Source: an optimization exercise on an open RTL-to-GDS flow (aim: small area, a short achievable clock period and few clock cycles per item). Production flows keep margins and buffers that such runs may drop. Function was checked by simulation only, so behaviour that the tests miss may differ from the original. Power figures rest on the tool's default switching activity, not on a simulated workload.

== alpha ==
## ad5934_ctrl
module ad5934_ctrl (
    input  wire         clk,
    input  wire         rst,           
    input  wire         cmd_valid,
    output wire         cmd_ready,
    input  wire [167:0] cmd,
    output reg          rsp_valid,
    output wire [209:0] rsp,
    output wire         bus_req,
    output wire         bus_we,
    output wire [7:0]   bus_addr,
    output wire [7:0]   bus_wdata,
    input  wire         bus_ack,
    input  wire [7:0]   bus_rdata,
    input  wire         bus_err,
    input  wire [31:0]  poll_budget
);
    localparam [2:0] CTL_IDLE     = 3'd0,
                     CTL_STANDBY  = 3'd1,
                     CTL_INITED   = 3'd2,
                     CTL_SWEEPING = 3'd3,
                     CTL_COMPLETE = 3'd4,
                     CTL_FAULTED  = 3'd5;
    reg        rdy;                  
    reg [2:0]  ctl;
    reg        configured;
    reg        rs_ill;               
    reg        rs_ber;               
    reg        rs_flt;               
    reg        rs_emp;               
    reg        rs_enc;               
    reg        rs_f0, rs_f1, rs_f2;  
    reg        rs_c1, rs_c2;         
    reg        rs_cfg;               
    reg        rs_rmw;               
    reg        rs_rep, rs_inc, rs_cmp;   
  ...
For scale: about 2500 cells after synthesis, roughly 400 flip-flops, ~440 I/O pins, ~23000 µm² of cells after synthesis.
==> flow/config.mk <==
export PLATFORM = sky130hd
export DESIGN_NAME = ad5934_ctrl
export DESIGN_NICKNAME = ad5934_ctrl
export VERILOG_FILES = /design/flow/design.v
export SDC_FILE = /design/flow/constraint.sdc
export NUM_CORES = 4
export LEC_CHECK = 0
export CAP_MARGIN = 20
export CORE_MARGIN = 2
export CORE_UTILIZATION = 60
export CTS_CLUSTER_DIAMETER = 100
export CTS_CLUSTER_SIZE = 20
export PLACE_DENSITY = 0.72
export SETUP_SLACK_MARGIN = 4.5
export SLEW_MARGIN = 20
==> flow/constraint.sdc <==
create_clock -name core_clock -period 8.0 [get_ports {clk}]
set_input_delay 1.6000 -clock core_clock [delete_from_list [all_inputs] [get_ports {clk}]]
set_output_delay 1.6000 -clock core_clock [all_outputs]
set_load 0.01 [all_outputs]
standard.sh (not shown) runs the stock make flow with config.mk's settings and CLKGATE_MAP_FILE= SYNTH_SCRIPT=/design/flow/synth_recipe.tcl, a recipe that flattens the netlist after the stock synthesis.
==> flow/flow/run.sh <==
#!/bin/bash
# Standard layout, with the port buffers made of the smallest buffer cell.
set -euo pipefail
bash standard.sh 'BUFFER_PORTS_ARGS=-buffer_cell sky130_fd_sc_hd__buf_1' finish > orfs_make.log 2>&1
alpha finished end to end and its layout was clean on timing, DRC and antenna.
Testbench counts of alpha, summed over its fixed seeds: cycles 52,357, commands 4,800.
Input-level comparison between beta and alpha:
Settings: removing CTS_CLUSTER_DIAMETER (formerly 100).
--- outcome ---
Lower final critical-path required period goes to alpha over beta.
Across both runs, antenna diode count was lower for beta than for alpha.
beta and alpha ended up with roughly the same register-to-register slack.

* * *

Starting RTL as in the previous note.
// ad5934_ctrl
module ad5934_ctrl (
    input  wire         clk,
    input  wire         rst,           
    input  wire         cmd_valid,
    output wire         cmd_ready,
    input  wire [167:0] cmd,
    output reg          rsp_valid,
    output wire [209:0] rsp,
    output wire         bus_req,
    output wire         bus_we,
    output wire [7:0]   bus_addr,
    output wire [7:0]   bus_wdata,
    input  wire         bus_ack,
    input  wire [7:0]   bus_rdata,
    input  wire         bus_err,
    input  wire [31:0]  poll_budget
);
clock: 8.0 ns
lec_check: 0
cap_margin: 20
core_margin: 2
core_utilization: 60
cts_cluster_diameter: 100
cts_cluster_size: 20
place_density: 0.72
setup_slack_margin: 4.65
slew_margin: 20
Scripts as last shown in full above: flow/flow/run.sh
The baseline ran to the end with no violations.
Testbench counts at the start, summed over its fixed seeds: cycles 52,357, commands 4,800.
Change:
Settings changed: CORE_UTILIZATION 60 to 50, CTS_CLUSTER_DIAMETER 100 to default, CTS_CLUSTER_SIZE 20 to default, PLACE_DENSITY 0.72 to 0.65, SETUP_SLACK_MARGIN 4.65 to 4.8.
What happened: Synthesized cell count does not change. Die area rises by 20%. Fmax falls by 2.1%. First-iteration DRC count rises by 9.2%. Cell count rises by 6.6%. Worst hold slack degrades by 0.013 ns. Global-route usage falls by 2.7 points. Register-to-register slack degrades by 0.07 ns.
Change:
Settings changed: CORE_UTILIZATION 50 to 66, CTS_CLUSTER_DIAMETER from default to 100, CTS_CLUSTER_SIZE from default to 20, PLACE_DENSITY 0.65 to 0.78, SETUP_SLACK_MARGIN 4.8 to 4.5.
Effect: The new run finished clean; global-route usage came out higher by 7.4 points; cell area came out lower by 15%; clock skew came out higher by 0.017 ns; area after synthesis is unchanged; clock power came out lower by 37%.
Change:
Settings changed: CORE_UTILIZATION 66 to 50, CTS_CLUSTER_DIAMETER 100 to default, CTS_CLUSTER_SIZE 20 to default, PLACE_DENSITY 0.78 to 0.65.
- combinational power is higher by about 2%
- flip-flop and latch count stays the same
- clock-buffer cell count is higher by 23
Change:
Settings changed: SETUP_SLACK_MARGIN 4.5 to 4.2.
=>
- The changed run completed without violations
- die area stays the same
- sequential power stays flat
- synthesized area stays the same
- sequential share of layout area rises by 1.0 points
- total power falls by 1.1%
- maximum frequency fell by 5.0%
- cell count came out lower by 0.84%
- non-clock buffer count goes down by 24
- setup slack is worse by 0.19 ns
Change:
Settings changed: CORE_UTILIZATION 50 to 60, CTS_CLUSTER_DIAMETER from default to 100, CTS_CLUSTER_SIZE from default to 20, SETUP_SLACK_MARGIN 4.2 to 4.4.
Result: Global-route usage came out higher by 4.9 points. Power came out lower by 14%. Wire length came out lower by 5.6%. Worst setup slack improves by 0.12 ns. Cell count came out lower by 3.4%. Core utilization came out higher by 10 points.

separate check: timing with driven ports:
Ports are ideal in the flow. The routed layouts listed here were re-timed in OpenROAD. Step 1, drivers: a clkbuf_16 drives clk and a buf_2 each remaining input, both assumed. Step 2, shift: input delay + t, output delay - t, t = (earliest + latest rising clock arrival at the registers) / 2. This alone moves slack from input paths to output paths. a / b / c = ideal / step 1 / step 2; a / b = the first two.
run | t (ns) | setup WS [ns] | slew at the worst register clock pin (ns) | worst data-port slew with drivers (ns) | cell pins on the clock port's net
alpha | 0.628 | 4.504 / 4.504 / 4.014 | 0.11 / 0.11 | 0.07 | 1
beta | 0.653 | 4.493 / 4.493 / 4.082 | 0.07 / 0.07 | 0.08 | 1
the first run of note 2 | 0.636 | 4.658 / 4.599 / 4.142 | 0.11 / 0.11 | 0.08 | 1
the second run of note 2 | 0.651 | 4.588 / 4.588 / 4.201 | 0.07 / 0.07 | 0.09 | 1
the third run of note 2 | 0.615 | 4.505 / 4.481 / 4.144 | 0.11 / 0.11 | 0.08 | 1
the fourth run of note 2 | 0.641 | 4.488 / 4.484 / 4.136 | 0.07 / 0.07 | 0.08 | 1
the fifth run of note 2 | 0.651 | 4.303 / 4.242 / 3.744 | 0.07 / 0.07 | 0.10 | 1
the sixth run of note 2 | 0.628 | 4.426 / 4.424 / 3.945 | 0.10 / 0.10 | 0.08 | 1
After both steps setup and hold are still met in every run listed. For the fifth run of note 2, which loses most, drivers alone change the setup slack by -0.061 ns; drivers and shift together by -0.559 ns.
